What follows belongs to an exercise in optimizing a design on an open flow for small area, a short achievable clock period and few clock cycles; a production flow would make more cautious choices. The RTL was checked by simulation tests, not by an equivalence proof against the original design.

Setup of lane 1:
==> flow/design.v (excerpt) <==
module wsprer_ddfs (
    input             clk,
    input             rst,
    input             bus_we,
    input             bus_re,
    input      [5:0]  bus_addr,
    input      [31:0] bus_wdata,
    output reg [31:0] bus_rdata,
    output            busy,
    input      [31:0] lines_avail,
    input             sched_ready,
    input             lines_lost,
    output     [31:0] line_out,
    output     [31:0] line_oe
);
    localparam [31:0] CONFIG_VAL = 32'h0002_0204;
    localparam [31:0] LINES_HI   = 32'h001F_0000;
    localparam [1:0] ST_STOPPED = 2'd0, ST_INIT = 2'd1, ST_RUN = 2'd2, ST_FATAL = 2'd3;
    localparam [2:0] R_OK = 3'd0, R_CONFIG = 3'd1, R_CONFLICT = 3'd2, R_ILLEGAL = 3'd3;
    localparam [2:0] E_IDLE = 3'd0, E_LOAD = 3'd1, E_DRIVE = 3'd2, E_DELAY = 3'd3, E_SLACK = 3'd4;
    reg [31:0] clk_hz, target_lo, target_hi, underrun_cnt, acc, clk_act, x_reg;
    reg [63:0] inc;
    reg [1:0]  state;
    reg        stop_pending, stalled, ph, own;
  ...
==> flow/config.mk <==
export PLATFORM = sky130hd
export DESIGN_NAME = wsprer_ddfs
export DESIGN_NICKNAME = wsprer_ddfs
export VERILOG_FILES = /design/flow/design.v
export SDC_FILE = /design/flow/constraint.sdc
export NUM_CORES = 4
export LEC_CHECK = 0
export ABC_CLOCK_PERIOD_IN_PS = 4500
export CAP_MARGIN = 20
export CORE_MARGIN = 2
export CORE_UTILIZATION = 40
export CTS_BUF_LIST = sky130_fd_sc_hd__clkbuf_8
export CTS_CLUSTER_DIAMETER = 40
export CTS_CLUSTER_SIZE = 12
export PLACE_DENSITY = 0.6
export SETUP_SLACK_MARGIN = 5
export SLEW_MARGIN = 20
export TNS_END_PERCENT = 0
==> flow/constraint.sdc <==
create_clock -name core_clock -period 10.0 [get_ports {clk}]
set_input_delay 2.0000 -clock core_clock [delete_from_list [all_inputs] [get_ports {clk}]]
set_output_delay 2.0000 -clock core_clock [all_outputs]
set_load 0.01 [all_outputs]
run.sh (not shown) runs the stock make flow with config.mk's settings and CLKGATE_MAP_FILE= SYNTH_SCRIPT=/design/flow/synth_recipe.tcl, a recipe that flattens the netlist after the stock synthesis.
Lane 1 did not stop at any stage, and its layout met the timing, design-rule and antenna checks.
Testbench counts of lane 1, summed over its fixed seeds: cycles 4,344.
#### Input delta (lane 2 over lane 1)
- swapping 0.6 for 0.65 in PLACE_DENSITY
- swapping 40 for 50 in CORE_UTILIZATION
- clearing CTS_BUF_LIST, which used to be sky130_fd_sc_hd__clkbuf_8
- clearing CTS_CLUSTER_SIZE, which used to be 12
- clearing CTS_CLUSTER_DIAMETER, which used to be 40
Results
Lane 2: full flow OK, the timing, design-rule and antenna checks passed. Setup slack: lane 2 more than lane 1. Delta (lane 2 minus lane 1): final-layout clock buffer total decreased 21, arrival time at the worst endpoint -270 ps.
Relative to lane 2, the following input files were edited for lane 3:
- changing CORE_UTILIZATION from 50 to 40
- changing PLACE_DENSITY from 0.65 to 0.6
Results
- Lane 3 finished end to end and its layout was clean on timing, DRC and antenna.
- In the tables for lane 3 and lane 2, fraction of standard cell area in multi-input logic reads lower with lane 3.
- Compared with lane 2, lane 3 shows a combined global-route utilization of all metal layers that is 6.2 points lower.
- Lane 2 → lane 3: maximum frequency fell by about 1.7%; first-iteration DRC count fell by 631; non-clock buffer count in the final layout rose by 1.9%.

---

## run 1
Another version of the RTL of wsprer_ddfs (not shown whole).
Size in the first run: about 7300 cells after synthesis, ~170 I/O pins.
Settings: LEC_CHECK=0, ABC_CLOCK_PERIOD_IN_PS=4500, CAP_MARGIN=20, CORE_MARGIN=2, CORE_UTILIZATION=60, PLACE_DENSITY=0.72, SETUP_SLACK_MARGIN=5, SLEW_MARGIN=20, TNS_END_PERCENT=0; clock period 10.0 ns.
Testbench counts of run 1, summed over its fixed seeds: cycles 4,344.
The inputs of run 2 differ from those of run 1 as listed below.
Settings: PLACE_DENSITY: 0.72 -> 0.6; CORE_UTILIZATION: 60 -> 40.
- Lower area added between synthesis and finish among run 2 and run 1: run 1
- Via count (run 2 vs. run 1) decreases slightly
- The maximum frequency of run 2 was inferior to that of run 1.
- Summary of run 2 over run 1: post-detailed-routing wire length up 5.5%; number of fillers in the final layout saw an increase; worst reg-to-reg path cell count shrank by about 4%; worst setup slack decreased by 51 ps relative to the old numbers.
- Compared with run 1, run 2 shows a first-iteration DRC count that is about 15% lower.
- | sequential share of layout area | run 2 vs run 1 | 0.36 points lower |
diff inputs: run 2 => run 3
Settings: PLACE_DENSITY changed from 0.6 to 0.8; CORE_UTILIZATION changed from 40 to 70.
Results
Run comparison: run 3 end point of the critical path u_incdiv.qm_r1$_DFF_P_; run 2 end point of the critical path u_incdiv.s_r[37]$_DFF_P_
Looking at total half-perimeter wirelength after legalization and detailed placement, run 3 sits below run 2.
Run 2 -> run 3: via count increased by a few percent
Run 3 improves on run 2 in design area.
From run 3 to run 2, number of standard cells after synthesis did not move at all.
Going from run 2 to run 3, the detailed-route wire length was found to have gone down by about 6%.
Summary of run 3 over run 2: cell count along the critical path rose 2, final cell count without fillers fell 9.5%.
Input changes introduced in run 4 (baseline for comparison: run 3):
Settings: CORE_UTILIZATION now 50, was 70; PLACE_DENSITY now 0.65, was 0.8.
--- outcome ---
Against run 3, run 4 comes in 3 lower on critical path depth. Changes observed in run 4 relative to run 3: maximum clock frequency lower, worst setup slack lower. Vias after detailed routing, run 4 and run 3: higher on run 3. Any difference in net count reported at finish between run 3 and run 4 is small enough to ignore. Wire length the detailed router placed on met1, run 4 vs run 3: up by more than 10%.

[port drivers added, routing unchanged]
The flow's constraints put no driver on any port. The routed layouts listed below were extracted and timed again, unchanged, in two steps. Step 1 assumes that a clkbuf_16 drives the clock port and a buf_2 every other input. Step 2 times the ports against the registers' clock, not the clock port: input delays grow and output delays shrink by t, the midpoint of the rising clock arrivals with the driver on. Three values: ideal, step 1, step 2; two values: the first two.
| run | shift t [ns] | slack for setup (ns) | clock arrival spread, ns | slew at the worst register clock pin (ns) | worst slew at a driven data input, ns |
|---|---|---|---|---|---|
| lane 1 | 0.994 | 3.437 / 3.486 / 2.494 | 0.056 / 0.055 | 0.09 / 0.09 | 0.08 |
| lane 2 | 0.816 | 3.517 / 3.540 / 2.747 | 0.054 / 0.054 | 0.07 / 0.07 | 0.07 |
| lane 3 | 0.815 | 3.407 / 3.460 / 2.645 | 0.091 / 0.090 | 0.07 / 0.07 | 0.08 |
| run 1 | 0.774 | 3.585 / 3.585 / 2.869 | 0.054 / 0.054 | 0.07 / 0.07 | 0.08 |
| run 2 | 0.816 | 3.535 / 3.535 / 2.894 | 0.033 / 0.032 | 0.07 / 0.07 | 0.08 |
| run 3 | 0.782 | 3.515 / 3.515 / 2.903 | 0.036 / 0.037 | 0.07 / 0.07 | 0.06 |
| run 4 | 0.792 | 3.443 / 3.443 / 2.963 | 0.042 / 0.042 | 0.07 / 0.07 | 0.06 |
After both steps setup and hold are still met in every run listed. For lane 1, which loses most, drivers alone change the setup slack by +0.049 ns; drivers and shift together by -0.943 ns.
